This design comes from an exercise in tuning for small area, a short achievable clock period and few clock cycles on the open sky130 flow, not from production work. RTL that was checked went through simulation tests only; none was proved equivalent to the original. For runs 4 to 6, only the layout was checked, not whether the RTL still works. Power figures rest on the tool's default switching activity, not on a simulated workload.

==> flow/run.sh <==
#!/bin/bash
# synth_recipe.tcl (not shown) runs the flow's synth.tcl, then flattens the netlist and writes it again
# the make line also repeats each setting of config.mk as NAME=value (left out here)
make -C /OpenROAD-flow-scripts/flow DESIGN_CONFIG=/design/flow/config.mk WORK_HOME=/design/flow/orfs CLKGATE_MAP_FILE= SYNTH_SCRIPT=/design/flow/synth_recipe.tcl finish
==> flow/config.mk <==
export PLATFORM = sky130hd
export DESIGN_NAME = bk_unpack
export DESIGN_NICKNAME = bk_unpack
export VERILOG_FILES = /design/flow/design.v
export SDC_FILE = /design/flow/constraint.sdc
export NUM_CORES = 4
export LEC_CHECK = 0
export CAP_MARGIN = 20
export CORE_MARGIN = 2
export CORE_UTILIZATION = 40
export SLEW_MARGIN = 20
==> flow/constraint.sdc <==
create_clock -name core_clock -period 6.0 [get_ports {clk}]
set_input_delay 1.2000 -clock core_clock [delete_from_list [all_inputs] [get_ports {clk}]]
set_output_delay 1.2000 -clock core_clock [all_outputs]
set_load 0.01 [all_outputs]
==> flow/design.v <==
module bk_unpack (
    input  wire        clk,
    input  wire        rst,             
    input  wire        start,           
    input  wire [15:0] packed_size,
    input  wire [15:0] unpacked_size,
    input  wire [15:0] buf_len,
    output wire        idle,
    output reg         done,            
    output reg  [3:0]  status,
    output reg         mem_req,
    output reg         mem_we,
    output reg  [15:0] mem_addr,
    output reg  [7:0]  mem_wdata,
    input  wire        mem_gnt,
    input  wire [7:0]  mem_rdata
);
    localparam [3:0] ST_OK        = 4'd0,
                     ST_CHECKSUM  = 4'd1,
                     ST_TRAILER   = 4'd3,
                     ST_BUFSMALL  = 4'd4,
                     ST_SIZE      = 4'd5,
                     ST_READBND   = 4'd6,
                     ST_WRITEBND  = 4'd7,
                     ST_REFBND    = 4'd8;
    localparam [2:0] S_IDLE = 3'd0,
                     S_TRL  = 3'd1,    
                     S_NORM = 3'd2,    
                     S_HDR  = 3'd3,    
                     S_H2   = 3'd4,    
                     S_LIT  = 3'd5,    
                     S_REF  = 3'd6,    
                     S_FIN  = 3'd7;    
    reg  [2:0]  st;
    reg  [15:0] rptr;      
    reg  [2:0]  pf_iss;    
    reg  [2:0]  nx_cnt;    
    reg  [31:0] nxt;
    reg  [31:0] chunk;
    reg  [31:0] crc;
    reg  [5:0]  pos;       
    reg         fresh;     
    reg         hz_pre;    
    reg  [16:0] dst;       
    reg  [12:0] nmd;       
    reg  [1:0]  tw;        
    reg  [8:0]  cnt;       
    reg  [11:0] off;
    reg  [1:0]  q;         
    reg         hv;
    reg  [7:0]  hold;
    reg         rfirst;
    reg         w1;        
    reg         rdv;       
    reg         rdk;       
    reg         op_pf;     
    assign idle = (st == S_IDLE);
    wire sfree    = ~mem_req | mem_gnt;
    wire acc      = mem_req & mem_gnt;
    wire pf_arr   = rdv & rdk;
    wire rf_arr   = rdv & ~rdk;
    wire nx_valid = nx_cnt[2];
    wire rptr_ok  = |rptr[15:2];    
    wire [15:0] rptr_m1 = rptr - 16'd1;
    wire active   = (st != S_IDLE) && (st != S_FIN);
    wire pf_want  = active && !pf_iss[2] && ((pf_iss != 3'd0) || rptr_ok);
    wire exhausted = (pf_iss == 3'd0) && !rptr_ok;
    wire [43:0] w0  = {nxt[11:0], chunk};
    wire [27:0] w1s = pos[4] ? w0[43:16] : w0[27:0];
    wire [19:0] w2s = pos[3] ? w1s[27:8] : w1s[19:0];
    wire [15:0] w3s = pos[2] ? w2s[19:4] : w2s[15:0];
    wire [13:0] w4s = pos[1] ? w3s[15:2] : w3s[13:0];
    wire [12:0] w5s = pos[0] ? w4s[13:1] : w4s[12:0];
    wire [12:0] f   = pos[5] ? nxt[12:0] : w5s;
    wire [5:0] p1  = pos + 6'd1;
    wire [5:0] p5  = pos + 6'd5;
    wire [5:0] p8  = pos + 6'd8;
    wire [5:0] p10 = pos + 6'd10;
    wire [5:0] p11 = pos + 6'd11;
    wire [5:0] p12 = pos + 6'd12;
    wire [5:0] p13 = pos + 6'd13;
    wire x5  = pos > 6'd27;
    wire x8  = pos > 6'd24;
    wire x10 = pos > 6'd22;
    wire x11 = pos > 6'd21;
    wire x12 = pos > 6'd20;
    wire x13 = pos > 6'd19;
    reg  [5:0]  hp;        
    reg         hx;        
    reg  [1:0]  hkind;     
    reg  [8:0]  hcnt;
    reg  [11:0] hoff;
    always @* begin
        hoff = 12'd0;
        if (!f[0]) begin
            if (!f[1]) begin
                hp = p5;  hx = x5;  hkind = 2'd0; hcnt = {6'd0, f[2], f[3], f[4]};
            end else begin
                hp = p10; hx = x10; hkind = 2'd1; hcnt = 9'd1;
                hoff = {4'd0, f[2], f[3], f[4], f[5], f[6], f[7], f[8], f[9]};
            end
        end else begin
            case ({f[1], f[2]})
            2'b00: begin
                hp = p12; hx = x12; hkind = 2'd1; hcnt = 9'd2;
                hoff = {3'd0, f[3], f[4], f[5], f[6], f[7], f[8], f[9], f[10], f[11]};
            end
            2'b01: begin
                hp = p13; hx = x13; hkind = 2'd1; hcnt = 9'd3;
                hoff = {2'd0, f[3], f[4], f[5], f[6], f[7], f[8], f[9], f[10], f[11], f[12]};
            end
            2'b10: begin
                hp = p11; hx = x11; hkind = 2'd2;
                hcnt = {1'b0, f[3], f[4], f[5], f[6], f[7], f[8], f[9], f[10]};
            end
            default: begin
                hp = p11; hx = x11; hkind = 2'd0;
                hcnt = {1'b0, f[3], f[4], f[5], f[6], f[7], f[8], f[9], f[10]} + 9'd8;
            end
            endcase
        end
    end
    wire [5:0]  npos = (st == S_HDR) ? hp : (st == S_H2) ? p12 : p8;
    wire        xing = (st == S_HDR) ? hx : (st == S_H2) ? x12 : x8;
    wire [5:0]  pos_n = {npos[5] & ~xing, npos[4:0]};
    wire [16:0] dmr    = dst - {1'b0, rptr};
    wire        hz_now = dmr[16] | (dmr[15:2] == 14'd0);
    wire        hazard = xing && nx_valid && !fresh && hz_pre;
    wire        bits_ok = (!xing || nx_valid) && !hazard;
    wire        nobits  = xing && !nx_valid && exhausted;
    wire [7:0]  lbyte = {f[0], f[1], f[2], f[3], f[4], f[5], f[6], f[7]};
    wire [16:0] ra      = dst + ({5'd0, off} - {15'd0, q});
    wire        bnd_bad = ~nmd[12] & (off >= nmd[11:0]);
    wire        off1    = (off == 12'd1);
    wire        dst_ge_q = ~dst[16] & ((q == 2'd0) | ((q == 2'd1) & (|dst[15:0])) | (|dst[15:1]));
    wire        r_ok    = off1 ? (!w1 && q == 2'd0)
                               : (cnt >= {7'd0, q}) && dst_ge_q;
    wire        must_w  = hv | (rf_arr & (q == 2'd2));
    wire        w_ok    = (off1 && w1) || hv || rf_arr;
    wire        lit_go  = (st == S_LIT) && bits_ok && !dst[16] && sfree && !pf_want;
    wire        ref_w   = (st == S_REF) && !(rfirst && bnd_bad) && !dst[16] && sfree &&
                          (must_w || (!pf_want && !r_ok && w_ok));
    wire        wr_go   = lit_go | ref_w;
    always @(posedge clk) begin
        if (rst) begin
            st      <= S_IDLE;
            done    <= 1'b0;
            status  <= ST_OK;
            mem_req <= 1'b0;
            mem_we  <= 1'b0;
            rdv     <= 1'b0;
        end else begin
            done   <= 1'b0;
            rdv    <= acc & ~mem_we;
            rdk    <= op_pf;
            hz_pre <= hz_now;
            if (acc) mem_req <= 1'b0;
            if (pf_arr) begin
                nxt    <= {mem_rdata, nxt[31:8]};
                nx_cnt <= nx_cnt + 3'd1;
            end
            if (sfree && pf_want && !(st == S_REF && must_w)) begin
                mem_req  <= 1'b1;
                mem_we   <= 1'b0;
                mem_addr <= rptr_m1;
                op_pf    <= 1'b1;
                rptr     <= rptr_m1;
                pf_iss   <= pf_iss + 3'd1;
            end
            if (wr_go) begin
                mem_req  <= 1'b1;
                mem_we   <= 1'b1;
                mem_addr <= dst[15:0];
                op_pf    <= 1'b0;
                dst      <= dst - 17'd1;
                cnt      <= cnt - 9'd1;
                if (!nmd[12]) nmd <= nmd + 13'd1;
                if (cnt == 9'd0) st <= S_HDR;
            end
            case (st)
            S_IDLE: begin
                mem_req <= 1'b0;
                if (start) begin
                    if (packed_size < 16'd12) begin
                        status <= ST_TRAILER;
                        done   <= 1'b1;
                    end else if (packed_size > buf_len || unpacked_size > buf_len) begin
                        status <= ST_BUFSMALL;
                        done   <= 1'b1;
                    end else begin
                        rptr   <= packed_size;
                        pf_iss <= 3'd0;
                        nx_cnt <= 3'd0;
                        dst    <= {1'b0, unpacked_size};
                        crc    <= 32'd0;
                        tw     <= 2'd0;
                        fresh  <= 1'b0;
                        st     <= S_TRL;
                    end
                end
            end
            S_TRL: begin
                if (nx_valid) begin
                    nx_cnt <= 3'd0;
                    pf_iss <= 3'd0;
                    tw     <= tw + 2'd1;
                    if (tw == 2'd0) begin
                        if (nxt != {15'd0, dst}) begin
                            status  <= ST_SIZE;
                            done    <= 1'b1;
                            mem_req <= 1'b0;
                            st      <= S_IDLE;
                        end
                    end else begin
                        crc <= crc ^ nxt;
                        if (tw == 2'd2) begin
                            chunk <= nxt;
                            pos   <= 6'd0;
                            dst   <= dst - 17'd1;
                            nmd   <= 13'd1;
                            st    <= S_NORM;
                        end
                    end
                end
            end
            S_NORM: begin
                if (pos[5]) begin
                    st <= S_HDR;
                end else begin
                    chunk <= {chunk[30:0], 1'b0};
                    pos   <= p1;
                    if (chunk[31]) st <= S_HDR;
                end
            end
            S_HDR, S_H2, S_LIT: begin
                if (st == S_HDR && dst[16]) begin
                    st <= S_FIN;
                end else if (hazard) begin
                    rptr   <= rptr + 16'd4;
                    pf_iss <= 3'd0;
                    nx_cnt <= 3'd0;
                    fresh  <= 1'b1;
                end else if (nobits) begin
                    status  <= ST_READBND;
                    done    <= 1'b1;
                    mem_req <= 1'b0;
                    st      <= S_IDLE;
                end else if (bits_ok && st == S_LIT && dst[16]) begin
                    status  <= ST_WRITEBND;
                    done    <= 1'b1;
                    mem_req <= 1'b0;
                    st      <= S_IDLE;
                end else if (bits_ok && (st != S_LIT || lit_go)) begin
                    pos <= pos_n;
                    if (xing) begin
                        chunk  <= nxt;
                        crc    <= crc ^ nxt;
                        nx_cnt <= 3'd0;
                        pf_iss <= 3'd0;
                        fresh  <= 1'b0;
                    end
                    if (st == S_HDR) begin
                        cnt    <= hcnt;
                        off    <= hoff;
                        q      <= 2'd0;
                        hv     <= 1'b0;
                        w1     <= 1'b0;
                        rfirst <= 1'b1;
                        st     <= (hkind == 2'd0) ? S_LIT : (hkind == 2'd1) ? S_REF : S_H2;
                    end else if (st == S_H2) begin
                        off <= {f[0], f[1], f[2], f[3], f[4], f[5], f[6], f[7], f[8], f[9], f[10], f[11]};
                        st  <= S_REF;
                    end else begin
                        mem_wdata <= lbyte;
                    end
                end
            end
            S_REF: begin
                if (rf_arr) begin
                    hold <= mem_rdata;
                    hv   <= 1'b1;
                end
                if (rfirst && bnd_bad) begin
                    status  <= ST_REFBND;
                    done    <= 1'b1;
                    mem_req <= 1'b0;
                    st      <= S_IDLE;
                end else if (dst[16] && q == 2'd0) begin
                    status  <= ST_WRITEBND;
                    done    <= 1'b1;
                    mem_req <= 1'b0;
                    st      <= S_IDLE;
                end else begin
                    rfirst <= 1'b0;
                    if (ref_w) begin
                        if (!(off1 && w1)) begin
                            mem_wdata <= hv ? hold : mem_rdata;
                            q  <= q - 2'd1;
                            hv <= hv & rf_arr;
                        end
                        w1 <= 1'b1;
                    end else if (sfree && !pf_want && r_ok) begin
                        mem_req  <= 1'b1;
                        mem_we   <= 1'b0;
                        mem_addr <= ra[15:0];
                        op_pf    <= 1'b0;
                        q        <= q + 2'd1;
                    end
                end
            end
            S_FIN: begin
                if (!(mem_req && mem_we && !mem_gnt)) begin
                    status  <= (crc != 32'd0) ? ST_CHECKSUM : ST_OK;
                    done    <= 1'b1;
                    mem_req <= 1'b0;
                    st      <= S_IDLE;
                end
            end
            default: st <= S_IDLE;
            endcase
        end
    end
endmodule
==> flow_metrics.env, run 1 <==
export IMPL_rows=76
export IMPL_max_stage_delay_ps=1020
export IMPL_cp_required_ps=6200
export IMPL_grt_pass1_wl_mm=85.17
export IMPL_grt_usage_pct=24.46
export IMPL_drc_errors=0
export IMPL_fin_tns_setup_ps=0
export IMPL_die_area_um2=45180
export IMPL_clock_skew_ps=17.74
export IMPL_cts_max_level=1
export IMPL_synth_edf_count=218
export IMPL_p_sw_mw=1.318
export IMPL_fin_crit_sh_pct=88.58
export IMPL_ys_seq_area_share_pct=38.90
export IMPL_vias=14860
export IMPL_fin_total_pwr_mw=4.465
export IMPL_grt_pass1_vias=14240
export IMPL_first_pass_iters=5
export IMPL_yosysTopAreaCell="edfxtp_1"
export IMPL_finalWirelength_mm=55.53
export IMPL_cts_buffers=26
export IMPL_rsz0062_at_grt="no"
export IMPL_finalHoldViolations=0
export IMPL_place_area_um2=18960
export IMPL_cts_sinks=229
export IMPL_die_h_um=212.5
export IMPL_power_frac_seq_pct=45.0
export IMPL_crit_top_cell="o21ai_2"
export IMPL_async_flop_share_pct=0
export IMPL_portBuffers=91
export IMPL_leakage_nw=6.965
export IMPL_viasPerCell=5.989
export IMPL_power_frac_comb_pct=20.0
export IMPL_post_place_ws_ps=733.8
export IMPL_peakVddDrop_mv=0.2380
export IMPL_cts_resized=0
export IMPL_fillCellCount=4191
export IMPL_post_cts_buffers=0
export IMPL_p_per_area_nw_per_um2=225.8
export IMPL_coreArea_um2=42980
export IMPL_path_class="flip-flop to flip-flop"
export IMPL_tritoncts="built"
export IMPL_dp_cells=2433
export IMPL_path_clk_slew_ps=60
export IMPL_fmax_mhz=188.1
export IMPL_final_area_um2=19780
export IMPL_cts_hold_fix_buffers=0
export IMPL_internal_power_mw=3.147
export IMPL_fp_dieW_um=212.5
export IMPL_worst_pin_slew_ps=1052
export IMPL_cp_start_kind="flip-flop"
export IMPL_fin_ws_ps=685.0
export IMPL_dp_hpwl_mm=40.72
export IMPL_worstPathCellList="mux4_1 -> mux2_2 -> mux4_2 -> and4_4 -> a211o_1 -> o21ai_2 -> o21ai_2 -> a21o_1 -> or3_4 -> nor2_2 -> buf_4"
export IMPL_maxCapViolations=0
export IMPL_synthTopCellsByArea="edfxtp_1, ha_1, xnor2_1"
export IMPL_fin_cells=2481
export IMPL_min_path_type="flip-flop to flip-flop"
export IMPL_critical_path_buf_inv_count=1
export IMPL_worstPathMaxFanout=32
export IMPL_slowest_stage="edfxtp_1"
export IMPL_swShare_pct=29.52
export IMPL_synth_cell_area_um2=17400
export IMPL_clock_latency_ps=560
export IMPL_drive_gt1_share_pct=9.019
export IMPL_io_pins=92
export IMPL_post_drt_wl_per_cell_um=22.38
export IMPL_min_period_ps=5315
export IMPL_synth_distinct_cells=84
export IMPL_yosysWarnings=1
export IMPL_syn_to_final_growth_pct=13.68
export IMPL_root_buffer="clkbuf_16"
export IMPL_cp_end_kind="flip-flop"
export IMPL_final_max_slew_viol_count=0
export IMPL_first_iter_violations=1603
export IMPL_run_status="complete, no violations"
export IMPL_grt_max_degree=61
export IMPL_clk_path_buf_depth=3
export IMPL_ys_flop_type="edfxtp_1"
export IMPL_cp_top_family="multiplexers"
export IMPL_drt_antenna_violating_nets=0
export IMPL_grt_overflow_total=0
export IMPL_worstPathArrival_ps=5510
export IMPL_synth_commonest_cells="edfxtp_1, nand2_1, nor2_1"
export IMPL_start_util_pct=40.48
export IMPL_synth_most_common_cell="edfxtp_1"
export IMPL_slew_limit_headroom_pct=29.70
export IMPL_gp_congestion=0.9266
export IMPL_setup_viol=0
export IMPL_p_clk_share_pct=35.0
export IMPL_nets=2048
export IMPL_avgSynthCellArea_um2=9.548
export IMPL_yosysTopAreaCellShare_pct=37.63
export IMPL_grt_antenna_before_repair=0
export IMPL_ys_seq_elements=229
export IMPL_diodes=0
export IMPL_syn_inst=1822
export IMPL_synth_fp_nets=1994
## per-layer routing
metal  vias to the layer above  track usage [%]  routed length [µm]
met5                         -                0                   0
met4                         0            7.234                1698
met3                       122            3.220                3875
met2                       642            39.54               25760
met1                      7197            34.21               24200
li1                       6898                -                   -
## cell families after synthesis
| group | synth area share (%) |
|---|---|
| DFF | 38.90 |
| AOI/OAI and AO/OA | 15.75 |
| muxes | 8.508 |
| and+or+nand+nor | 16.58 |
| adders and majority gates | 8.242 |
| xor gates and xnor gates | 7.804 |
| buffers and inverters | 4.222 |
## metrics by stage
stage	util (%)	hold WS [ps]
after detailed placement	44.12	457.3
after CTS	46.00	471.3
final	46.01	469.5
after floorplan	-	427.2
after global placement	44.12	455.5
after global routing	46.01	484.0
## flip-flops by register name, summed over array words and instances, names as in the netlist, 4 cells and up
register	flops
rptr	16
crc	32
mem_wdata	8
off	12
cnt	9
nxt	32
mem_addr	16
chunk	32
pos	6
nmd	13
dst	17
status	4
hold	8
## power groups by stage
stage	sequential, mW	combinational [mW]	clock [mW]
3_5_place_dp	2.03	0.881	0
6_report	2.01	0.895	1.56
2_1_floorplan	1.95	0.654	0
4_1_cts	2.00	0.887	1.59
3_3_place_gp	2.03	0.860	0
5_1_grt	2.01	0.990	1.64
## final timing paths
path                              from        end  slack [ps]  cells past startpoint
worst min register to register   op_pf        rdk         470                      0
worst max-delay path            pos[3]  chunk[22]         680                     11
worst max register to register  pos[3]  chunk[22]         680                     11
worst min-delay path             op_pf        rdk         470                      0
## layout make-up
cell class,instances,area (µm²),share of cell area (%)
multi-input combinational,1406,9958,50.35
sequential,229,6766,34.21
timing repair buffer,125,1179,5.960
clock buffer,38,737.0,3.726
tap,585,732.0,3.701
inverter,88,331.6,1.677
clock inverter,10,72.57,0.3669
## cells in the final DEF, fill, tap and decap left out, drive strengths merged, types with 7 or more instances in the layout
cell / instances
nand4: 22
nor3b: 7
and2: 10
nor4: 27
mux2: 49
o22ai: 16
o211ai: 29
a21oi: 113
nand2b: 22
xor2: 27
or4: 8
a2111oi: 8
o31ai: 8
or3: 19
a211oi: 21
nor3: 69
clkinv: 14
nor2: 163
inv: 83
and3: 10
nand3: 42
xnor2: 128
o21a: 16
mux4: 28
nor2b: 17
ha: 109
nand2: 171
a31oi: 33
o21ai: 90
a22oi: 25
clkbuf: 38
edfxtp: 218
buf: 34
mux2i: 29
a21o: 15
clkdlybuf4s50: 91
dfxtp: 11
Testbench counts, summed over its fixed seeds: cycles 117,608.
==> run 2: changes to the inputs <==
--- a/flow/design.v
+++ b/flow/design.v
@@ -11,7 +11,7 @@
     output reg         mem_req,
     output reg         mem_we,
     output reg  [15:0] mem_addr,
-    output reg  [7:0]  mem_wdata,
+    output wire [7:0]  mem_wdata,
     input  wire        mem_gnt,
     input  wire [7:0]  mem_rdata
 );
@@ -46,19 +46,19 @@
     reg  [1:0]  tw;        
     reg  [8:0]  cnt;       
     reg  [11:0] off;
-    reg  [1:0]  q;         
-    reg         hv;
-    reg  [7:0]  hold;
     reg         rfirst;
-    reg         w1;        
+    reg  [7:0]  wd_q;      
+    reg         wd_rd;     
     reg         rdv;       
     reg         rdk;       
     reg         op_pf;     
     assign idle = (st == S_IDLE);
+    assign mem_wdata = wd_rd ? mem_rdata : wd_q;
     wire sfree    = ~mem_req | mem_gnt;
     wire acc      = mem_req & mem_gnt;
     wire pf_arr   = rdv & rdk;
-    wire rf_arr   = rdv & ~rdk;
+    wire ref_rd   = mem_req & ~mem_we & ~op_pf;    
+    wire ref_racc = ref_rd & mem_gnt;
     wire nx_valid = nx_cnt[2];
     wire rptr_ok  = |rptr[15:2];    
     wire [15:0] rptr_m1 = rptr - 16'd1;
@@ -129,17 +129,10 @@
     wire        bits_ok = (!xing || nx_valid) && !hazard;
     wire        nobits  = xing && !nx_valid && exhausted;
     wire [7:0]  lbyte = {f[0], f[1], f[2], f[3], f[4], f[5], f[6], f[7]};
-    wire [16:0] ra      = dst + ({5'd0, off} - {15'd0, q});
+    wire [16:0] ra      = dst + {5'd0, off};
     wire        bnd_bad = ~nmd[12] & (off >= nmd[11:0]);
-    wire        off1    = (off == 12'd1);
-    wire        dst_ge_q = ~dst[16] & ((q == 2'd0) | ((q == 2'd1) & (|dst[15:0])) | (|dst[15:1]));
-    wire        r_ok    = off1 ? (!w1 && q == 2'd0)
-                               : (cnt >= {7'd0, q}) && dst_ge_q;
-    wire        must_w  = hv | (rf_arr & (q == 2'd2));
-    wire        w_ok    = (off1 && w1) || hv || rf_arr;
     wire        lit_go  = (st == S_LIT) && bits_ok && !dst[16] && sfree && !pf_want;
-    wire        ref_w   = (st == S_REF) && !(rfirst && bnd_bad) && !dst[16] && sfree &&
-                          (must_w || (!pf_want && !r_ok && w_ok));
+    wire        ref_w   = (st == S_REF) && ref_racc;
     wire        wr_go   = lit_go | ref_w;
     always @(posedge clk) begin
         if (rst) begin
@@ -159,7 +152,11 @@
                 nxt    <= {mem_rdata, nxt[31:8]};
                 nx_cnt <= nx_cnt + 3'd1;
             end
-            if (sfree && pf_want && !(st == S_REF && must_w)) begin
+            if (mem_req && mem_we && wd_rd) begin
+                wd_q  <= mem_rdata;
+                wd_rd <= 1'b0;
+            end
+            if (sfree && pf_want && !ref_w) begin
                 mem_req  <= 1'b1;
                 mem_we   <= 1'b0;
                 mem_addr <= rptr_m1;
@@ -172,6 +169,7 @@
                 mem_we   <= 1'b1;
                 mem_addr <= dst[15:0];
                 op_pf    <= 1'b0;
+                wd_rd    <= ref_w;
                 dst      <= dst - 17'd1;
                 cnt      <= cnt - 9'd1;
                 if (!nmd[12]) nmd <= nmd + 13'd1;
@@ -262,49 +260,34 @@
                     if (st == S_HDR) begin
                         cnt    <= hcnt;
                         off    <= hoff;
-                        q      <= 2'd0;
-                        hv     <= 1'b0;
-                        w1     <= 1'b0;
                         rfirst <= 1'b1;
                         st     <= (hkind == 2'd0) ? S_LIT : (hkind == 2'd1) ? S_REF : S_H2;
                     end else if (st == S_H2) begin
                         off <= {f[0], f[1], f[2], f[3], f[4], f[5], f[6], f[7], f[8], f[9], f[10], f[11]};
                         st  <= S_REF;
                     end else begin
-                        mem_wdata <= lbyte;
+                        wd_q <= lbyte;
                     end
                 end
             end
             S_REF: begin
-                if (rf_arr) begin
-                    hold <= mem_rdata;
-                    hv   <= 1'b1;
-                end
                 if (rfirst && bnd_bad) begin
                     status  <= ST_REFBND;
                     done    <= 1'b1;
                     mem_req <= 1'b0;
                     st      <= S_IDLE;
-                end else if (dst[16] && q == 2'd0) begin
+                end else if (dst[16] && !ref_rd) begin
                     status  <= ST_WRITEBND;
                     done    <= 1'b1;
                     mem_req <= 1'b0;
                     st      <= S_IDLE;
                 end else begin
                     rfirst <= 1'b0;
-                    if (ref_w) begin
-                        if (!(off1 && w1)) begin
-                            mem_wdata <= hv ? hold : mem_rdata;
-                            q  <= q - 2'd1;
-                            hv <= hv & rf_arr;
-                        end
-                        w1 <= 1'b1;
-                    end else if (sfree && !pf_want && r_ok) begin
+                    if (sfree && !pf_want && !ref_rd) begin
                         mem_req  <= 1'b1;
                         mem_we   <= 1'b0;
                         mem_addr <= ra[15:0];
                         op_pf    <= 1'b0;
-                        q        <= q + 2'd1;
                     end
                 end
             end
--- a/flow/config.mk
+++ b/flow/config.mk
@@ -8,4 +8,5 @@
 export CAP_MARGIN = 20
 export CORE_MARGIN = 2
 export CORE_UTILIZATION = 40
+export SETUP_SLACK_MARGIN = 2.0
 export SLEW_MARGIN = 20
==> flow_metrics.env, run 2 <==
export IMPL_rows=74
export IMPL_leakage_nw=7.438
export IMPL_start_util_pct=40.73
export IMPL_drt_antenna_violating_nets=0
export IMPL_gp_congestion=0.9351
export IMPL_cts_buffers=27
export IMPL_cts_sinks=218
export IMPL_run_status="complete, no violations"
export IMPL_vias=14830
export IMPL_clock_latency_ps=570
export IMPL_portBuffers=91
export IMPL_fillCellCount=3806
export IMPL_cp_end_kind="flip-flop"
export IMPL_async_flop_share_pct=0
export IMPL_grt_max_degree=75
export IMPL_die_h_um=208.4
export IMPL_dp_cells=2379
export IMPL_diodes=0
export IMPL_nets=2086
export IMPL_min_path_type="flip-flop to flip-flop"
export IMPL_fin_total_pwr_mw=4.680
export IMPL_maxCapViolations=0
export IMPL_hold_ws_ps=512.8
export IMPL_synth_commonest_cells="nand2_1, edfxtp_1, nor2_1"
export IMPL_grt_overflow_total=0
export IMPL_worstPathArrival_ps=4540
export IMPL_synth_cell_area_um2=16710
export IMPL_worst_pin_slew_ps=900.7
export IMPL_tritoncts="built"
export IMPL_root_buffer="clkbuf_16"
export IMPL_viasPerCell=5.990
export IMPL_fp_dieW_um=208.4
export IMPL_final_max_slew_viol_count=0
export IMPL_dp_hpwl_mm=39.95
export IMPL_yosysTopAreaCell="edfxtp_1"
export IMPL_final_util_pct=48.72
export IMPL_final_area_um2=19990
export IMPL_die_area_um2=43420
export IMPL_coreArea_um2=41020
export IMPL_first_pass_iters=6
export IMPL_cp_required_ps=6300
export IMPL_rsz0062_at_grt="yes"
export IMPL_grt_antenna_before_repair=0
export IMPL_layout_common_cells="nand2_1, edfxtp_1, nor2_1"
export IMPL_ys_flop_type="edfxtp_1"
export IMPL_finalHoldViolations=0
export IMPL_post_drt_wl_per_cell_um=22.62
export IMPL_finalWirelength_mm=55.99
export IMPL_synth_distinct_cells=90
export IMPL_post_place_ws_ps=956.7
export IMPL_place_area_um2=18340
export IMPL_drive_gt1_share_pct=13.07
export IMPL_min_period_ps=4242
export IMPL_synth_most_common_cell="nand2_1"
export IMPL_peakVddDrop_mv=0.1853
export IMPL_fin_cells=2475
export IMPL_synth_edf_count=207
export IMPL_fin_ws_ps=1758
export IMPL_io_pins=92
export IMPL_setup_viol=0
export IMPL_yosysTopAreaCellShare_pct=37.21
export IMPL_fin_crit_sh_pct=70.70
export IMPL_grt_pass1_vias=14320
export IMPL_cp_start_kind="flip-flop"
export IMPL_cts_max_level=1
export IMPL_fmax_mhz=235.8
export IMPL_layout_commonest_cell="nand2_1"
export IMPL_syn_to_final_growth_pct=19.63
export IMPL_synth_fp_nets=1976
export IMPL_grt_usage_pct=25.18
export IMPL_avgSynthCellArea_um2=9.199
export IMPL_path_class="flip-flop to flip-flop"
export IMPL_slew_limit_headroom_pct=39.40
export IMPL_clock_skew_ps=30.51
export IMPL_grt_pass1_wl_mm=85.44
export IMPL_first_iter_violations=1496
export IMPL_fin_tns_setup_ps=0
export IMPL_ys_seq_area_share_pct=38.53
export IMPL_p_per_area_nw_per_um2=234.2
export IMPL_ys_seq_elements=218
export IMPL_clk_path_buf_depth=3
export IMPL_cts_hold_fix_buffers=0
export IMPL_yosysWarnings=1
export IMPL_synthTopCellsByArea="edfxtp_1, ha_1, nand2_1"
export IMPL_drc_errors=0
export IMPL_reg_top3="chunk (32), crc (32), nxt (32)"
export IMPL_syn_inst=1816
export IMPL_path_clk_slew_ps=70
export IMPL_worstPathMaxFanout=6
-- run 2: cell count changes after synthesis, sizes merged, moves of 11 or more --
cell    previous run  this run
a211oi            21        39
a22oi             25         4
a31oi             33        22
edfxtp           218       207
ha               109        98
mux2              49        34
mux4              28        17
nand2            171       237
nor2             163       183
nor3              69        41
xnor2            128        90
-- run 2: cell type report --
type / instances / area [µm²] / area share (%)
Timing Repair Buffer: 184 / 1857 / 9.291
Clock inverter: 7 / 81.33 / 0.4069
Multi-Input combinational cell: 1412 / 9852 / 49.30
Sequential cell: 218 / 6437 / 32.21
Clock buffer: 39 / 760.7 / 3.806
Tap cell: 532 / 665.6 / 3.331
Inverter: 83 / 331.6 / 1.659
-- run 2: timing repair --
item                       CTS  global route
buffers inserted            34            10
gates cloned                 4             2
resized for setup           40            24
pin swaps                   16             9
setup endpoints to repair  168           125
-- run 2: critical path, stage by stage (launching register included) --
cell and delay [ps]:
edfxtp_1 490, buf_6 190, mux2_4 310, mux4_2 520, a221oi_4 360, a21oi_1 110, o211a_1 270, or4b_4 550
a21oi_4 280, mux2_2 390, a221o_1 300, a22o_1 200
-- run 2: worst paths after layout --
| path | start | end | slack, ps | cells past startpoint |
|---|---|---|---|---|
| worst max-delay path | pos[3] | rptr[5] | 1760 | 11 |
| worst min-delay path | status[2] | status[2] | 510 | 2 |
| worst max register to register | pos[3] | rptr[5] | 1760 | 11 |
| worst min register to register | status[2] | status[2] | 510 | 2 |
-- run 2: power by group --
group / total, mW / switching [mW] / internal, mW
clock network: 1.61 / 0.662 / 0.953
registers: 1.97 / 0.173 / 1.79
logic: 1.10 / 0.599 / 0.499
-- run 2: cells by family after synthesis --
group / count (synthesis) / synth area share [%]
and+or+nand+nor: 664 / 18.56
AOI/OAI and AO/OA: 436 / 17.47
DFF: 218 / 38.53
buffers and inverters: 186 / 4.501
xor gates and xnor gates: 125 / 6.553
adders and majority gates: 100 / 7.579
muxes: 87 / 6.808
-- run 2: per-layer routing --
layer  part of all wire, %  vias to the layer above  GRT usage [%]
li1                      -                     6931              -
met3                   5.9                      126          2.868
met4                   4.4                        0          10.57
met5                     0                        -              0
met2                    46                      577          40.93
met1                    44                     7191          34.08
Testbench counts of run 2, summed over its fixed seeds: cycles 117,871.
==> run 3: changes to the inputs <==
--- a/flow/config.mk
+++ b/flow/config.mk
@@ -8,5 +8,4 @@
 export CAP_MARGIN = 20
 export CORE_MARGIN = 2
 export CORE_UTILIZATION = 40
-export SETUP_SLACK_MARGIN = 2.0
 export SLEW_MARGIN = 20
==> flow_metrics.env, run 3 <==
export IMPL_max_stage_delay_ps=960
export IMPL_worstPathMaxFanout=32
export IMPL_ys_seq_elements=218
export IMPL_peakVddDrop_mv=0.2452
export IMPL_root_buffer="clkbuf_16"
export IMPL_clk_path_buf_depth=3
export IMPL_synth_most_common_cell="nand2_1"
export IMPL_critical_path_buf_inv_count=1
export IMPL_viasPerCell=5.948
export IMPL_avgSynthCellArea_um2=9.199
export IMPL_yosysTopAreaCell="edfxtp_1"
export IMPL_synthTopCellsByArea="edfxtp_1, ha_1, nand2_1"
export IMPL_cts_max_level=1
export IMPL_fin_cells=2429
export IMPL_fp_dieW_um=208.4
export IMPL_diodes=0
export IMPL_die_area_um2=43420
export IMPL_nets=2037
export IMPL_internal_power_mw=3.226
export IMPL_tritoncts="built"
export IMPL_first_pass_iters=8
export IMPL_swShare_pct=30.89
export IMPL_synth_distinct_cells=90
export IMPL_clock_skew_ps=30.87
export IMPL_power_frac_comb_pct=21.5
export IMPL_ys_seq_area_share_pct=38.53
export IMPL_post_cts_buffers=0
export IMPL_leakage_nw=7.092
export IMPL_grt_overflow_total=0
export IMPL_start_util_pct=40.73
export IMPL_layout_common_cells="nand2_1, edfxtp_1, nor2_1"
export IMPL_run_status="complete, no violations"
export IMPL_drc_errors=0
export IMPL_fin_tns_setup_ps=0
export IMPL_reg_top3="chunk (32), crc (32), nxt (32)"
export IMPL_syn_to_final_growth_pct=14.70
export IMPL_path_clk_slew_ps=60
export IMPL_synth_edf_count=207
export IMPL_cts_hold_fix_buffers=0
export IMPL_cp_top_family="compound AO/OA/AOI/OAI gates"
export IMPL_io_pins=92
export IMPL_yosysWarnings=1
export IMPL_ys_flop_type="edfxtp_1"
export IMPL_final_max_slew_viol_count=0
export IMPL_die_h_um=208.4
export IMPL_finalWirelength_mm=54.17
export IMPL_portBuffers=91
export IMPL_min_path_type="flip-flop to flip-flop"
export IMPL_fillCellCount=3930
export IMPL_worst_pin_slew_ps=1120
export IMPL_dp_hpwl_mm=40.62
export IMPL_grt_usage_pct=24.60
export IMPL_vias=14450
export IMPL_syn_inst=1816
export IMPL_hold_ws_ps=528.6
export IMPL_rsz0062_at_grt="no"
export IMPL_grt_max_degree=37
export IMPL_drt_antenna_violating_nets=0
export IMPL_cp_required_ps=6220
export IMPL_fmax_mhz=197.5
export IMPL_power_frac_seq_pct=42.2
export IMPL_p_clk_share_pct=36.3
export IMPL_slew_limit_headroom_pct=24.79
export IMPL_coreArea_um2=41020
export IMPL_fin_crit_sh_pct=84.38
export IMPL_grt_pass1_vias=14030
export IMPL_cts_sinks=218
export IMPL_grt_pass1_wl_mm=83.88
export IMPL_post_drt_wl_per_cell_um=22.30
export IMPL_cp_end_kind="flip-flop"
export IMPL_rows=74
export IMPL_clock_latency_ps=570
export IMPL_grt_antenna_before_repair=0
export IMPL_path_class="flip-flop to flip-flop"
export IMPL_setup_viol=0
export IMPL_synth_commonest_cells="nand2_1, edfxtp_1, nor2_1"
export IMPL_synth_fp_nets=1976
export IMPL_gp_congestion=0.9656
export IMPL_drive_gt1_share_pct=9.120
export IMPL_layout_commonest_cell="nand2_1"
export IMPL_cp_start_kind="flip-flop"
export IMPL_dp_cells=2380
export IMPL_maxCapViolations=0
export IMPL_first_iter_violations=1217
export IMPL_async_flop_share_pct=0
export IMPL_yosysTopAreaCellShare_pct=37.21
export IMPL_worstPathCellList="mux2_2 -> mux4_2 -> a221oi_4 -> nand3_1 -> a2111oi_1 -> nand2b_1 -> o41ai_1 -> a211o_1 -> or2_2 -> a211oi_4 -> buf_4"
export IMPL_min_period_ps=5063
export IMPL_cts_resized=0
export IMPL_synth_cell_area_um2=16710
export IMPL_p_per_area_nw_per_um2=243.6
export IMPL_p_sw_mw=1.442
export IMPL_finalHoldViolations=0
export IMPL_worstPathArrival_ps=5280
export IMPL_final_util_pct=46.72
export IMPL_fin_total_pwr_mw=4.668
export IMPL_cts_buffers=26
export IMPL_slowest_stage="edfxtp_1"
-- run 3: changes by cell type in the layout (fill, tap and decap cells not counted), sizes merged --
cell	change
clkdlybuf4s50	+4
clkinv	+3
dlymetal6s2s	-3
inv	+4
buf	-46
dlygate4sd2	-1
clkinvlp	+2
clkbuf	-9
-- run 3: cell type report --
type                    instances  area [µm²]  area share (%)
multi-input cells            1412        9563           49.91
flip-flops and latches        218        6436           33.59
repair buffers                136        1269           6.621
clock buffers                  32       758.2           3.957
well taps                     532       665.6           3.474
inverters                      83       312.8           1.632
clock inverters                16       157.7          0.8227
-- run 3: per-layer routing --
| metal | wire (µm) | up-vias | GRT usage (%) |
|---|---|---|---|
| met3 | 2871 | 103 | 2.536 |
| met5 | 0 | - | 0 |
| li1 | - | 6809 | - |
| met1 | 23270 | 7006 | 32.18 |
| met4 | 2040 | 0 | 8.534 |
| met2 | 25980 | 530 | 42.36 |
-- run 3: per-stage QoR --
| step | instance area, µm² | worst slack [ps] |
|---|---|---|
| 4_1_cts | 19130 | 867.6 |
| 2_1_floorplan | 16710 | 69.10 |
| 3_3_place_gp | 18220 | 971.0 |
| 6_report | 19160 | 937.1 |
| 5_1_grt | 19160 | 556.7 |
| 3_5_place_dp | 18220 | 897.9 |
-- run 3: tightest hold or removal path, cell delays in order, from the launching register on --
cell and delay (ps):
dfxtp_1 340, nand2_1 80, mux2i_1 60
-- run 3: kinds of logic (layout without fill, tap and decap cells) --
group           Yosys count  in the layout  share of synthesized area (%)
compound gates          436            436                          17.47
buf+inv                 186            267                          4.501
fa+ha+maj               100            100                          7.579
flops                   218            218                          38.53
xor+xnor                125            125                          6.553
mux                      87             87                          6.808
simple gates            664            664                          18.56
-- run 3: power groups by stage --
stage	Sequential (mW)	Clock, mW	Combinational (mW)
4_1_cts	1.96	1.72	0.995
3_3_place_gp	1.99	0	0.963
2_1_floorplan	1.89	0	0.732
6_report	1.97	1.70	1.00
5_1_grt	1.98	1.77	1.11
3_5_place_dp	2.00	0	0.988
-- run 3: worst paths after layout --
check	from	to	slack [ps]	cells after the start
worst max-delay path	pos[3]	chunk[27]	940	11
worst min-delay path	status[2]	status[2]	530	2
worst max register to register	pos[3]	chunk[27]	940	11
worst min register to register	status[2]	status[2]	530	2
==> run 4: changes to the inputs <==
--- a/flow/design.v
+++ b/flow/design.v
@@ -40,6 +40,8 @@
     reg  [31:0] crc;
     reg  [5:0]  pos;       
     reg         fresh;     
+    reg         rrq;       
+    reg         commit_d;  
     reg         hz_pre;    
     reg  [16:0] dst;       
     reg  [12:0] nmd;       
@@ -125,13 +127,22 @@
     wire [5:0]  pos_n = {npos[5] & ~xing, npos[4:0]};
     wire [16:0] dmr    = dst - {1'b0, rptr};
     wire        hz_now = dmr[16] | (dmr[15:2] == 14'd0);
-    wire        hazard = xing && nx_valid && !fresh && hz_pre;
-    wire        bits_ok = (!xing || nx_valid) && !hazard;
-    wire        nobits  = xing && !nx_valid && exhausted;
+    wire        cok     = nx_valid & (fresh | ~hz_pre);    
+    wire        hz_stall = nx_valid & ~fresh & hz_pre;
+    wire        dec_st  = (st == S_HDR) | (st == S_H2) | (st == S_LIT);
+    wire        hdr_end = (st == S_HDR) & dst[16];         
+    wire        lit_slot = sfree & ~pf_want;
+    wire        dec_en  = ((st == S_HDR) & ~dst[16]) | (st == S_H2) |
+                          ((st == S_LIT) & ~dst[16] & lit_slot);
+    wire        go      = dec_en & (~xing | cok);           
+    wire        commit  = dec_en & xing & cok;
+    wire        need_rr = dec_st & ~hdr_end & xing & hz_stall & ~rrq;
+    wire        nobits  = dec_st & ~hdr_end & xing & ~nx_valid & exhausted;
+    wire        lit_f7  = (st == S_LIT) & dst[16] & (~xing | nx_valid);
     wire [7:0]  lbyte = {f[0], f[1], f[2], f[3], f[4], f[5], f[6], f[7]};
     wire [16:0] ra      = dst + {5'd0, off};
     wire        bnd_bad = ~nmd[12] & (off >= nmd[11:0]);
-    wire        lit_go  = (st == S_LIT) && bits_ok && !dst[16] && sfree && !pf_want;
+    wire        lit_go  = go & (st == S_LIT);
     wire        ref_w   = (st == S_REF) && ref_racc;
     wire        wr_go   = lit_go | ref_w;
     always @(posedge clk) begin
@@ -142,11 +153,28 @@
             mem_req <= 1'b0;
             mem_we  <= 1'b0;
             rdv     <= 1'b0;
+            rrq     <= 1'b0;
+            commit_d <= 1'b0;
         end else begin
             done   <= 1'b0;
             rdv    <= acc & ~mem_we;
             rdk    <= op_pf;
             hz_pre <= hz_now;
+            rrq    <= need_rr;
+            commit_d <= commit;
+            if (commit) chunk <= nxt;
+            if (commit_d) begin
+                crc    <= crc ^ chunk;
+                nx_cnt <= 3'd0;
+                pf_iss <= 3'd0;
+                fresh  <= 1'b0;
+            end
+            if (rrq) begin
+                rptr   <= rptr + 16'd4;
+                pf_iss <= 3'd0;
+                nx_cnt <= 3'd0;
+                fresh  <= 1'b1;
+            end
             if (acc) mem_req <= 1'b0;
             if (pf_arr) begin
                 nxt    <= {mem_rdata, nxt[31:8]};
@@ -231,32 +259,21 @@
                 end
             end
             S_HDR, S_H2, S_LIT: begin
-                if (st == S_HDR && dst[16]) begin
+                if (hdr_end) begin
                     st <= S_FIN;
-                end else if (hazard) begin
-                    rptr   <= rptr + 16'd4;
-                    pf_iss <= 3'd0;
-                    nx_cnt <= 3'd0;
-                    fresh  <= 1'b1;
                 end else if (nobits) begin
                     status  <= ST_READBND;
                     done    <= 1'b1;
                     mem_req <= 1'b0;
                     st      <= S_IDLE;
-                end else if (bits_ok && st == S_LIT && dst[16]) begin
+                end else if (lit_f7) begin
                     status  <= ST_WRITEBND;
                     done    <= 1'b1;
                     mem_req <= 1'b0;
                     st      <= S_IDLE;
-                end else if (bits_ok && (st != S_LIT || lit_go)) begin
+                end
+                if (go) begin
                     pos <= pos_n;
-                    if (xing) begin
-                        chunk  <= nxt;
-                        crc    <= crc ^ nxt;
-                        nx_cnt <= 3'd0;
-                        pf_iss <= 3'd0;
-                        fresh  <= 1'b0;
-                    end
                     if (st == S_HDR) begin
                         cnt    <= hcnt;
                         off    <= hoff;
--- a/flow/config.mk
+++ b/flow/config.mk
@@ -8,4 +8,5 @@
 export CAP_MARGIN = 20
 export CORE_MARGIN = 2
 export CORE_UTILIZATION = 40
+export SETUP_SLACK_MARGIN = 2.5
 export SLEW_MARGIN = 20
==> flow_metrics.env, run 4 <==
export IMPL_grt_overflow_total=0
export IMPL_rsz0062_at_grt="yes"
export IMPL_grt_pass1_vias=14350
export IMPL_internal_power_mw=3.279
export IMPL_fin_total_pwr_mw=4.740
export IMPL_async_flop_share_pct=0
export IMPL_cts_hold_fix_buffers=0
export IMPL_io_pins=92
export IMPL_die_area_um2=43940
export IMPL_ys_flop_type="edfxtp_1"
export IMPL_cp_top_family="multiplexers"
export IMPL_grt_antenna_before_repair=1
export IMPL_maxCapViolations=0
export IMPL_synth_edf_count=207
export IMPL_cp_required_ps=6430
export IMPL_finalHoldViolations=0
export IMPL_cp_start_kind="flip-flop"
export IMPL_leakage_nw=7.956
export IMPL_min_period_ps=3638
export IMPL_synth_cell_area_um2=16910
export IMPL_avgSynthCellArea_um2=9.415
export IMPL_slew_limit_headroom_pct=31.10
export IMPL_worstPathMaxFanout=4
export IMPL_fp_dieW_um=209.6
export IMPL_swShare_pct=30.82
export IMPL_final_max_slew_viol_count=0
export IMPL_peakVddDrop_mv=0.2119
export IMPL_synth_most_common_cell="edfxtp_1"
export IMPL_syn_inst=1796
export IMPL_slowest_stage="mux4_2"
export IMPL_root_buffer="clkbuf_16"
export IMPL_path_clk_slew_ps=70
export IMPL_gp_congestion=0.9910
export IMPL_yosysTopAreaCellShare_pct=36.76
export IMPL_finalWirelength_mm=57.91
export IMPL_p_clk_share_pct=33.3
export IMPL_synth_commonest_cells="edfxtp_1, nand2_1, o21ai_0"
export IMPL_drc_errors=0
export IMPL_run_status="complete, no violations"
export IMPL_drt_antenna_violating_nets=0
export IMPL_ys_seq_area_share_pct=38.30
export IMPL_start_util_pct=40.40
export IMPL_synth_fp_nets=1957
export IMPL_coreArea_um2=41850
export IMPL_max_stage_delay_ps=560
export IMPL_layout_common_cells="edfxtp_1, nand2_1, o21ai_0"
export IMPL_fillCellCount=3749
export IMPL_yosysTopAreaCell="edfxtp_1"
export IMPL_die_h_um=209.6
export IMPL_hold_ws_ps=528.2
export IMPL_cts_buffers=27
export IMPL_cts_max_level=1
export IMPL_critical_path_buf_inv_count=2
export IMPL_ys_seq_elements=220
export IMPL_grt_pass1_wl_mm=85.65
export IMPL_fin_ws_ps=2362
export IMPL_fmax_mhz=274.9
export IMPL_synth_distinct_cells=87
export IMPL_cts_sinks=220
export IMPL_grt_usage_pct=25.01
export IMPL_clock_latency_ps=560
export IMPL_syn_to_final_growth_pct=25.19
export IMPL_clk_path_buf_depth=3
export IMPL_nets=2100
export IMPL_first_pass_iters=5
export IMPL_min_path_type="flip-flop to flip-flop"
export IMPL_rows=75
export IMPL_power_frac_seq_pct=43.0
export IMPL_post_drt_wl_per_cell_um=23.21
export IMPL_synthTopCellsByArea="edfxtp_1, ha_1, xnor2_1"
export IMPL_viasPerCell=6.142
export IMPL_first_iter_violations=1472
export IMPL_fin_tns_setup_ps=0
export IMPL_worstPathCellList="buf_6 -> mux4_2 -> mux4_2 -> nor2_4 -> a211oi_4 -> mux2i_4 -> nor2_4 -> buf_6 -> ha_4 -> a211oi_4 -> mux2i_1 -> mux2i_1 -> mux2_4 -> nand3_2"
export IMPL_fin_crit_sh_pct=60.63
export IMPL_clock_skew_ps=12.20
export IMPL_setup_viol=0
export IMPL_power_frac_comb_pct=23.6
export IMPL_path_class="flip-flop to flip-flop"
export IMPL_layout_commonest_cell="edfxtp_1"
export IMPL_worst_pin_slew_ps=1031
export IMPL_post_place_ws_ps=1634
export IMPL_p_per_area_nw_per_um2=223.9
export IMPL_p_sw_mw=1.461
export IMPL_cp_end_kind="flip-flop"
export IMPL_yosysWarnings=1
export IMPL_vias=15330
export IMPL_dp_hpwl_mm=39.06
export IMPL_grt_max_degree=92
export IMPL_tritoncts="built"
export IMPL_worstPathArrival_ps=4070
export IMPL_portBuffers=91
export IMPL_drive_gt1_share_pct=19.28
export IMPL_reg_top3="chunk (32), crc (32), nxt (32)"
-- run 4: cell types whose count changed in the layout (fill, tap and decap cells not counted), sizes merged, moves of 30 or more --
cell | previous run | this run
buf | 45 | 119
dlygate4sd2 | 0 | 31
nand2 | 237 | 172
clkdlybuf4s50 | 91 | 46
xnor2 | 90 | 120
nor2 | 183 | 134
o21ai | 98 | 143
-- run 4: layout make-up --
type | instances | area (µm²) | share of cell area, %
inverters | 90 | 365.4 | 1.726
clock buffers | 33 | 698.2 | 3.298
multi-input cells | 1383 | 10580 | 49.98
diodes | 1 | 2.502 | 0.01182
clock inverters | 12 | 110.1 | 0.5201
repair buffers | 217 | 2261 | 10.68
well taps | 539 | 674.4 | 3.186
flip-flops and latches | 220 | 6479 | 30.60
-- run 4: cells by family after synthesis --
kind of cell / count (synthesis) / share of synthesized area, %
buffers and inverters: 195 / 4.528
AOI/OAI and AO/OA: 471 / 18.42
muxes: 88 / 6.926
and+or+nand+nor: 566 / 16.24
adders and majority gates: 101 / 7.562
xor gates and xnor gates: 155 / 8.028
DFF: 220 / 38.30
-- run 4: power groups by stage --
| stage | Combinational [mW] | Sequential, mW | Clock, mW |
|---|---|---|---|
| finish | 1.12 | 2.04 | 1.58 |
| global route | 1.23 | 2.05 | 1.65 |
| CTS | 1.03 | 2.03 | 1.60 |
| detailed placement | 0.957 | 2.07 | 0 |
| global placement | 0.934 | 2.07 | 0 |
| floorplan | 0.705 | 1.98 | 0 |
-- run 4: final timing paths --
path         slack (ps)  cells after the start   endpoint      start
max reg2reg        2360                     14     pos[4]     pos[3]
min reg2reg         530                      2  status[1]  status[1]
min                 530                      2  status[1]  status[1]
max                2360                     14     pos[4]     pos[3]
-- run 4: tightest hold or removal path: cells and delay by family, from the launching register on --
| kind | cells | cell delay (ps) |
|---|---|---|
| AO/OA/AOI/OAI | 1 | 50 |
| flip-flops | 1 | 350 |
| AND/OR/NAND/NOR | 1 | 80 |
-- run 4: through the flow --
step	instance area, µm²	cells	utilization (%)
after floorplan	17170	1796	-
after global placement	18560	2350	44.35
after global routing	21170	2494	50.58
after detailed placement	18560	2350	44.35
after CTS	20120	2439	48.08
final	21170	2495	50.58
-- run 4: timing repair --
item | in CTS | in global routing
setup buffers | 38 | 44
endpoints found under the setup margin | 184 | 149
pin swaps | 33 | 68
hold endpoints to repair | 0 | 0
gates cloned | 6 | 11
gates resized for setup | 123 | 113
-- run 4: per-layer routing --
layer  share of wire [%]  GRT usage (%)  up-vias  routed length (µm)
li1                    -              -     6983                   -
met1                  42          33.74     7395               24170
met2                  46          40.26      758               26590
met3                 7.7          4.040      187                4474
met4                 4.6          9.954        2                2669
met5               0.014              0        -                   8
==> run 5: changes to the inputs <==
--- a/flow/config.mk
+++ b/flow/config.mk
@@ -8,5 +8,5 @@
 export CAP_MARGIN = 20
 export CORE_MARGIN = 2
 export CORE_UTILIZATION = 40
-export SETUP_SLACK_MARGIN = 2.5
+export SETUP_SLACK_MARGIN = 2.0
 export SLEW_MARGIN = 20
==> flow_metrics.env, run 5 <==
export IMPL_final_area_um2=19540
export IMPL_hp_start="op_pf"
export IMPL_cp_top_family="compound AO/OA/AOI/OAI gates"
export IMPL_cp_end_kind="flip-flop"
export IMPL_p_per_area_nw_per_um2=236.5
export IMPL_avgSynthCellArea_um2=9.415
export IMPL_io_pins=92
export IMPL_finalHoldViolations=0
export IMPL_cp_required_ps=6200
export IMPL_synth_edf_count=207
export IMPL_synth_most_common_cell="edfxtp_1"
export IMPL_clk_path_buf_depth=3
export IMPL_fin_total_pwr_mw=4.621
export IMPL_fillCellCount=3941
export IMPL_clock_skew_ps=22.61
export IMPL_grt_antenna_before_repair=2
export IMPL_coreArea_um2=41850
export IMPL_yosysTopAreaCell="edfxtp_1"
export IMPL_fin_crit_sh_pct=64.86
export IMPL_clock_latency_ps=570
export IMPL_r2r_start="pos[3]"
export IMPL_post_drt_wl_per_cell_um=22.58
export IMPL_path_clk_slew_ps=60
export IMPL_place_area_um2=18380
export IMPL_diodes=0
export IMPL_rr_worst_depth=11
export IMPL_yosysWarnings=1
export IMPL_rsz0062_at_grt="yes"
export IMPL_setup_viol=0
export IMPL_ys_seq_area_share_pct=38.30
export IMPL_grt_pass1_wl_mm=84.40
export IMPL_layout_commonest_cell="edfxtp_1"
export IMPL_worstPathCellList="buf_12 -> buf_4 -> mux2i_1 -> mux4_2 -> o2bb2ai_1 -> nor3_2 -> o211a_1 -> nand2_1 -> a21oi_1 -> o31a_1 -> and3_1"
export IMPL_portBuffers=91
export IMPL_rows=75
export IMPL_peakVddDrop_mv=0.2162
export IMPL_yosysTopAreaCellShare_pct=36.76
export IMPL_die_area_um2=43940
export IMPL_first_iter_violations=1290
export IMPL_cts_hold_fix_buffers=0
export IMPL_grt_usage_pct=24.62
export IMPL_ys_flop_type="edfxtp_1"
export IMPL_leakage_nw=7.257
export IMPL_drive_gt1_share_pct=10.67
export IMPL_worstPathArrival_ps=4090
export IMPL_synth_fp_nets=1957
export IMPL_synth_commonest_cells="edfxtp_1, nand2_1, o21ai_0"
export IMPL_start_util_pct=40.40
export IMPL_first_pass_iters=6
export IMPL_path_class="flip-flop to flip-flop"
export IMPL_critical_path_buf_inv_count=2
export IMPL_layout_common_cells="edfxtp_1, nand2_1, o21ai_0"
export IMPL_synth_cell_area_um2=16910
export IMPL_async_flop_share_pct=0
export IMPL_die_h_um=209.6
export IMPL_drt_antenna_violating_nets=0
export IMPL_grt_pass1_vias=14080
export IMPL_drc_errors=0
export IMPL_root_buffer="clkbuf_16"
export IMPL_slowest_stage="and3_1"
export IMPL_r2r_end="off[10]"
export IMPL_fmax_mhz=257.0
export IMPL_finalWirelength_mm=54.93
export IMPL_dp_hpwl_mm=39.81
export IMPL_cts_max_level=1
export IMPL_vias=14650
export IMPL_run_status="complete, no violations"
export IMPL_rrSetupSlack_ps=2110
export IMPL_worst_pin_slew_ps=1053
export IMPL_min_period_ps=3892
export IMPL_tritoncts="built"
export IMPL_worstPathMaxFanout=12
export IMPL_multi_input_area_um2=9766
export IMPL_hold_end="rdk"
export IMPL_grt_max_degree=85
export IMPL_max_stage_delay_ps=520
export IMPL_min_path_type="flip-flop to flip-flop"
export IMPL_fp_dieW_um=209.6
export IMPL_seq_area_um2=6479
export IMPL_viasPerCell=6.019
export IMPL_maxCapViolations=0
export IMPL_gp_congestion=0.9183
export IMPL_ys_seq_elements=220
export IMPL_cts_buffers=28
export IMPL_grt_overflow_total=0
export IMPL_reg_top3="chunk (32), crc (32), nxt (32)"
export IMPL_syn_to_final_growth_pct=15.58
export IMPL_hold_path_depth=0
export IMPL_nets=2035
export IMPL_synthTopCellsByArea="edfxtp_1, ha_1, xnor2_1"
export IMPL_fin_tns_setup_ps=0
export IMPL_cts_sinks=220
export IMPL_final_max_slew_viol_count=0
export IMPL_slew_limit_headroom_pct=29.80
export IMPL_cp_start_kind="flip-flop"
export IMPL_crit_start="pos[3]"
export IMPL_syn_inst=1796
export IMPL_synth_distinct_cells=87
[run 5: cell count changes in the layout (fill, tap and decap cells not counted), sizes merged, moves of 3 or more]
cell           delta
inv               +3
dlygate4sd2      -31
buf              -58
dlymetal6s2s     -12
clkdlybuf4s50    +45
[run 5: cell families (layout without fill, tap and decap cells)]
group           after synthesis  in the layout  share of synthesized area [%]
fa+ha+maj                   101            101                          7.562
xor+xnor                    155            155                          8.028
simple gates                566            566                          16.24
buf+inv                     195            293                          4.528
compound gates              471            471                          18.42
mux                          88             88                          6.926
flops                       220            220                          38.30
[run 5: area by class of cell]
cell class / count / area share, %
Sequential cell: 220 / 33.15
Tap cell: 539 / 3.451
Clock buffer: 38 / 4.040
Clock inverter: 12 / 0.3521
Inverter: 90 / 1.748
Timing Repair Buffer: 153 / 7.292
Multi-Input combinational cell: 1381 / 49.97
[run 5: worst register-to-register path: cells and delay by family, from the launching register on]
kind	cells	cell delay [ps]
AO/OA/AOI/OAI	4	1100
buffers and inverters	2	360
flip-flops	1	410
multiplexers	2	680
AND/OR/NAND/NOR	3	990
[run 5: through the flow]
stage | instances | util, % | hold slack, ps | worst slack, ps
finish | 2433 | 46.70 | 489.9 | 2108
global route | 2433 | 46.70 | 508.2 | 1968
CTS | 2409 | 46.14 | 485.5 | 2011
detailed placement | 2352 | 43.92 | 471.7 | 1495
global placement | 2351 | 43.87 | 479.7 | 1593
floorplan | 1796 | - | 451.7 | 1872
[run 5: what timing repair did]
action,CTS,global route
setup endpoints to repair,97,93
resized for setup,1,13
buffers inserted,7,23
gates cloned,0,0
pin swaps,0,2
[run 5: power by group]
group	total [mW]	internal, mW	switching, mW
logic	0.980	0.447	0.533
clock network	1.60	0.916	0.688
registers	2.04	1.85	0.190
total	4.62	3.21	1.41
[run 5: layer usage]
metal | vias to the layer above | share of wire, % | GRT usage [%]
met1 | 7103 | 44 | 33.94
met4 | 2 | 3.3 | 8.315
met2 | 591 | 46 | 39.63
met3 | 108 | 6.9 | 3.771
li1 | 6841 | - | -
met5 | - | 0.024 | 0
[run 5: worst max-delay path by stage]
| stage | end | slack, ps | cells past startpoint |
|---|---|---|---|
| after floorplan | off[0] | 1870 | 2 |
| after global placement | nx_cnt[0] | 1590 | 12 |
| after detailed placement | pos[5] | 1490 | 16 |
| after CTS | pos[5] | 2010 | 15 |
| after global routing | status[0] | 1970 | 12 |
| final | off[10] | 2110 | 11 |
==> run 6: changes to the inputs <==
--- a/flow/design.v
+++ b/flow/design.v
@@ -42,11 +42,14 @@
     reg         fresh;     
     reg         rrq;       
     reg         commit_d;  
+    reg         f6_r;      
+    reg         f7_r;      
     reg         hz_pre;    
     reg  [16:0] dst;       
     reg  [12:0] nmd;       
     reg  [1:0]  tw;        
     reg  [8:0]  cnt;       
+    reg         x9;        
     reg  [11:0] off;
     reg         rfirst;
     reg  [7:0]  wd_q;      
@@ -117,7 +120,7 @@
             end
             default: begin
                 hp = p11; hx = x11; hkind = 2'd0;
-                hcnt = {1'b0, f[3], f[4], f[5], f[6], f[7], f[8], f[9], f[10]} + 9'd8;
+                hcnt = {1'b0, f[3], f[4], f[5], f[6], f[7], f[8], f[9], f[10]};
             end
             endcase
         end
@@ -125,24 +128,29 @@
     wire [5:0]  npos = (st == S_HDR) ? hp : (st == S_H2) ? p12 : p8;
     wire        xing = (st == S_HDR) ? hx : (st == S_H2) ? x12 : x8;
     wire [5:0]  pos_n = {npos[5] & ~xing, npos[4:0]};
-    wire [16:0] dmr    = dst - {1'b0, rptr};
-    wire        hz_now = dmr[16] | (dmr[15:2] == 14'd0);
+    wire        sel_ra = (st == S_REF) & ~ref_rd;
+    wire [17:0] sum_x  = {dst, 1'b1} + (sel_ra ? {5'd0, off, 1'b0} : {1'b1, ~rptr, 1'b1});
+    wire [16:0] sum    = sum_x[17:1];
+    wire        hz_now = sum[16] | (sum[15:2] == 14'd0);
     wire        cok     = nx_valid & (fresh | ~hz_pre);    
     wire        hz_stall = nx_valid & ~fresh & hz_pre;
     wire        dec_st  = (st == S_HDR) | (st == S_H2) | (st == S_LIT);
     wire        hdr_end = (st == S_HDR) & dst[16];         
     wire        lit_slot = sfree & ~pf_want;
-    wire        dec_en  = ((st == S_HDR) & ~dst[16]) | (st == S_H2) |
-                          ((st == S_LIT) & ~dst[16] & lit_slot);
-    wire        go      = dec_en & (~xing | cok);           
-    wire        commit  = dec_en & xing & cok;
+    wire        en_hdr  = (st == S_HDR) & ~dst[16];
+    wire        en_h2   = (st == S_H2);
+    wire        en_lit  = (st == S_LIT) & ~dst[16] & lit_slot;
+    wire        go_hdr  = en_hdr & (~hx | cok);
+    wire        go_h2   = en_h2 & (~x12 | cok);
+    wire        go_lit  = en_lit & (~x8 | cok);
+    wire        go      = go_hdr | go_h2 | go_lit;          
+    wire        commit  = (en_hdr & hx & cok) | (en_h2 & x12 & cok) | (en_lit & x8 & cok);
     wire        need_rr = dec_st & ~hdr_end & xing & hz_stall & ~rrq;
     wire        nobits  = dec_st & ~hdr_end & xing & ~nx_valid & exhausted;
-    wire        lit_f7  = (st == S_LIT) & dst[16] & (~xing | nx_valid);
+    wire        lit_f7  = (st == S_LIT) & dst[16] & (~x8 | nx_valid);
     wire [7:0]  lbyte = {f[0], f[1], f[2], f[3], f[4], f[5], f[6], f[7]};
-    wire [16:0] ra      = dst + {5'd0, off};
     wire        bnd_bad = ~nmd[12] & (off >= nmd[11:0]);
-    wire        lit_go  = go & (st == S_LIT);
+    wire        lit_go  = go_lit;
     wire        ref_w   = (st == S_REF) && ref_racc;
     wire        wr_go   = lit_go | ref_w;
     always @(posedge clk) begin
@@ -155,12 +163,16 @@
             rdv     <= 1'b0;
             rrq     <= 1'b0;
             commit_d <= 1'b0;
+            f6_r    <= 1'b0;
+            f7_r    <= 1'b0;
         end else begin
             done   <= 1'b0;
             rdv    <= acc & ~mem_we;
             rdk    <= op_pf;
-            hz_pre <= hz_now;
+            if (!sel_ra) hz_pre <= hz_now;
             rrq    <= need_rr;
+            f6_r   <= nobits & ~f6_r & ~f7_r;
+            f7_r   <= lit_f7 & ~f6_r & ~f7_r;
             commit_d <= commit;
             if (commit) chunk <= nxt;
             if (commit_d) begin
@@ -201,7 +213,14 @@
                 dst      <= dst - 17'd1;
                 cnt      <= cnt - 9'd1;
                 if (!nmd[12]) nmd <= nmd + 13'd1;
-                if (cnt == 9'd0) st <= S_HDR;
+                if (cnt == 9'd0) begin
+                    if (x9) begin
+                        cnt <= 9'd7;
+                        x9  <= 1'b0;
+                    end else begin
+                        st  <= S_HDR;
+                    end
+                end
             end
             case (st)
             S_IDLE: begin
@@ -261,13 +280,8 @@
             S_HDR, S_H2, S_LIT: begin
                 if (hdr_end) begin
                     st <= S_FIN;
-                end else if (nobits) begin
-                    status  <= ST_READBND;
-                    done    <= 1'b1;
-                    mem_req <= 1'b0;
-                    st      <= S_IDLE;
-                end else if (lit_f7) begin
-                    status  <= ST_WRITEBND;
+                end else if (f6_r | f7_r) begin
+                    status  <= f6_r ? ST_READBND : ST_WRITEBND;
                     done    <= 1'b1;
                     mem_req <= 1'b0;
                     st      <= S_IDLE;
@@ -276,6 +290,7 @@
                     pos <= pos_n;
                     if (st == S_HDR) begin
                         cnt    <= hcnt;
+                        x9     <= f[0] & f[1] & f[2];
                         off    <= hoff;
                         rfirst <= 1'b1;
                         st     <= (hkind == 2'd0) ? S_LIT : (hkind == 2'd1) ? S_REF : S_H2;
@@ -303,7 +318,7 @@
                     if (sfree && !pf_want && !ref_rd) begin
                         mem_req  <= 1'b1;
                         mem_we   <= 1'b0;
-                        mem_addr <= ra[15:0];
+                        mem_addr <= sum[15:0];
                         op_pf    <= 1'b0;
                     end
                 end
--- a/flow/config.mk
+++ b/flow/config.mk
@@ -8,5 +8,5 @@
 export CAP_MARGIN = 20
 export CORE_MARGIN = 2
 export CORE_UTILIZATION = 40
-export SETUP_SLACK_MARGIN = 2.0
+export SETUP_SLACK_MARGIN = 2.5
 export SLEW_MARGIN = 20
==> flow_metrics.env, run 6 <==
export IMPL_path_class="flip-flop to flip-flop"
export IMPL_vias=15310
export IMPL_synth_distinct_cells=88
export IMPL_wl_met3_mm=4.960
export IMPL_synth_most_common_cell="nor2_1"
export IMPL_layout_common_cells="edfxtp_1, nor2_1, nand2_1"
export IMPL_place_area_um2=18280
export IMPL_async_flop_share_pct=0
export IMPL_rows=75
export IMPL_fillCellCount=3725
export IMPL_yosysTopAreaCellShare_pct=37.14
export IMPL_synthTopCellsByArea="edfxtp_1, ha_1, nor2_1"
export IMPL_nets=2053
export IMPL_cts_buffers=28
export IMPL_cts_hold_fix_buffers=0
export IMPL_cp_end_kind="flip-flop"
export IMPL_fin_crit_sh_pct=61.08
export IMPL_cts_max_level=1
export IMPL_cp_start_kind="flip-flop"
export IMPL_syn_to_final_growth_pct=25.03
export IMPL_ys_flop_type="edfxtp_1"
export IMPL_clk_path_buf_depth=3
export IMPL_min_path_type="flip-flop to flip-flop"
export IMPL_final_area_um2=21030
export IMPL_synth_cell_area_um2=16820
export IMPL_reg_top3="chunk (32), crc (32), nxt (32)"
export IMPL_fin_cells=2463
export IMPL_ys_seq_elements=223
export IMPL_first_pass_iters=6
export IMPL_top_layer="met4"
export IMPL_setup_viol=0
export IMPL_drive_gt1_share_pct=21.26
export IMPL_grt_max_degree=106
export IMPL_die_h_um=209.0
export IMPL_grt_pass1_wl_mm=87.26
export IMPL_dp_cells=2322
export IMPL_yosysWarnings=1
export IMPL_drt_antenna_violating_nets=0
export IMPL_start_util_pct=40.27
export IMPL_slew_limit_headroom_pct=30.44
export IMPL_run_status="complete, no violations"
export IMPL_dp_hpwl_mm=39.32
export IMPL_fin_tns_setup_ps=0
export IMPL_drt_met1_wl_mm=25.12
export IMPL_min_period_ps=3665
export IMPL_drc_errors=0
export IMPL_post_place_ws_ps=1344
export IMPL_io_pins=92
export IMPL_cts_sinks=223
==> run 6: cell count changes after synthesis, moves of 14 or more <==
cell	delta
o21ai_0	-32
nand3_1	-20
nor2_1	+77
a31oi_1	+30
inv_1	-22
a221oi_1	+29
xnor2_1	-62
nor4_1	-14
==> run 6: cell type report <==
type / instances / area, µm² / share of cell area (%)
multi-input cells: 1371 / 10510 / 49.98
flip-flops and latches: 223 / 6551 / 31.16
repair buffers: 206 / 2047 / 9.736
clock buffers: 31 / 733.2 / 3.487
well taps: 539 / 674.4 / 3.208
inverters: 72 / 300.3 / 1.428
clock inverters: 20 / 201.4 / 0.9581
repair inverters: 1 / 8.758 / 0.04166
==> run 6: kinds of logic (layout without fill, tap and decap cells) <==
kind of cell | after synthesis | in the layout | synth area share, %
and+or+nand+nor | 575 | 576 | 15.77
AOI/OAI and AO/OA | 512 | 512 | 20.42
DFF | 223 | 223 | 38.93
buffers and inverters | 181 | 330 | 4.591
muxes | 101 | 101 | 8.720
xor gates and xnor gates | 92 | 92 | 4.792
adders and majority gates | 90 | 90 | 6.786
==> run 6: final timing paths <==
| kind | startpoint | endpoint | slack (ps) | depth (start not counted) |
|---|---|---|---|---|
| hold / removal | status[0] | status[0] | 500 | 2 |
| setup / recovery | op_pf | hz_pre | 2340 | 17 |
| setup reg to reg | op_pf | hz_pre | 2340 | 17 |
| hold reg to reg | status[0] | status[0] | 500 | 2 |
==> run 6: critical path: stages, from the launching register on <==
cell,delay [ps]
edfxtp_1,400
or3b_4,450
nand2_8,100
inv_12,50
buf_12,130
nand2_4,70
o21ai_4,60
ha_4,240
a21o_1,160
a21o_1,170
a221o_1,310
a222oi_1,330
buf_4,200
a21oi_2,80
a211o_1,290
a21oi_2,130
xnor2_1,140
o31ai_2,90
==> run 6: routing by layer <==
layer,vias to the layer above,global-route usage [%]
met3,92,3.652
met2,705,40.37
met1,7542,36.87
met4,0,6.675
li1,6974,-
met5,-,0
==> run 6: repair_timing <==
action	CTS	global route
buffers inserted	42	40
gates cloned	7	1
resized for setup	175	93
setup endpoints to repair	208	153
pin swaps	43	46
==> run 6: where the power goes <==
part	leakage, nW	total (mW)	switching (mW)	internal [mW]
Sequential	2.13	2.14	0.235	1.91
Clock	0.433	1.75	0.739	1.01
Combinational	5.26	1.64	0.866	0.778
Total	7.82	5.54	1.84	3.70

[re-timing with driven ports]
The flow's constraints put no driver on any port. The routed layouts listed below were extracted and timed again, unchanged, in two steps. Step 1, drivers: a clkbuf_16 drives clk and a buf_2 each remaining input, both assumed. Step 2 also shifts input and output timing later by t, the mid clock arrival at the registers, as if the neighbouring blocks saw the same clock. Three values: no drivers, after step 1, after step 2; two values: the first two.
run	t, ns	setup WS [ns]
run 1	0.603	0.685 / 0.685 / 0.685
run 2	0.605	1.758 / 1.758 / 1.388
run 3	0.609	0.937 / 0.937 / 0.937
run 4	0.605	2.362 / 2.362 / 1.962
run 5	0.614	2.108 / 2.108 / 1.627
run 6	0.621	2.335 / 2.335 / 1.959
After both steps setup and hold are still met in every run listed.
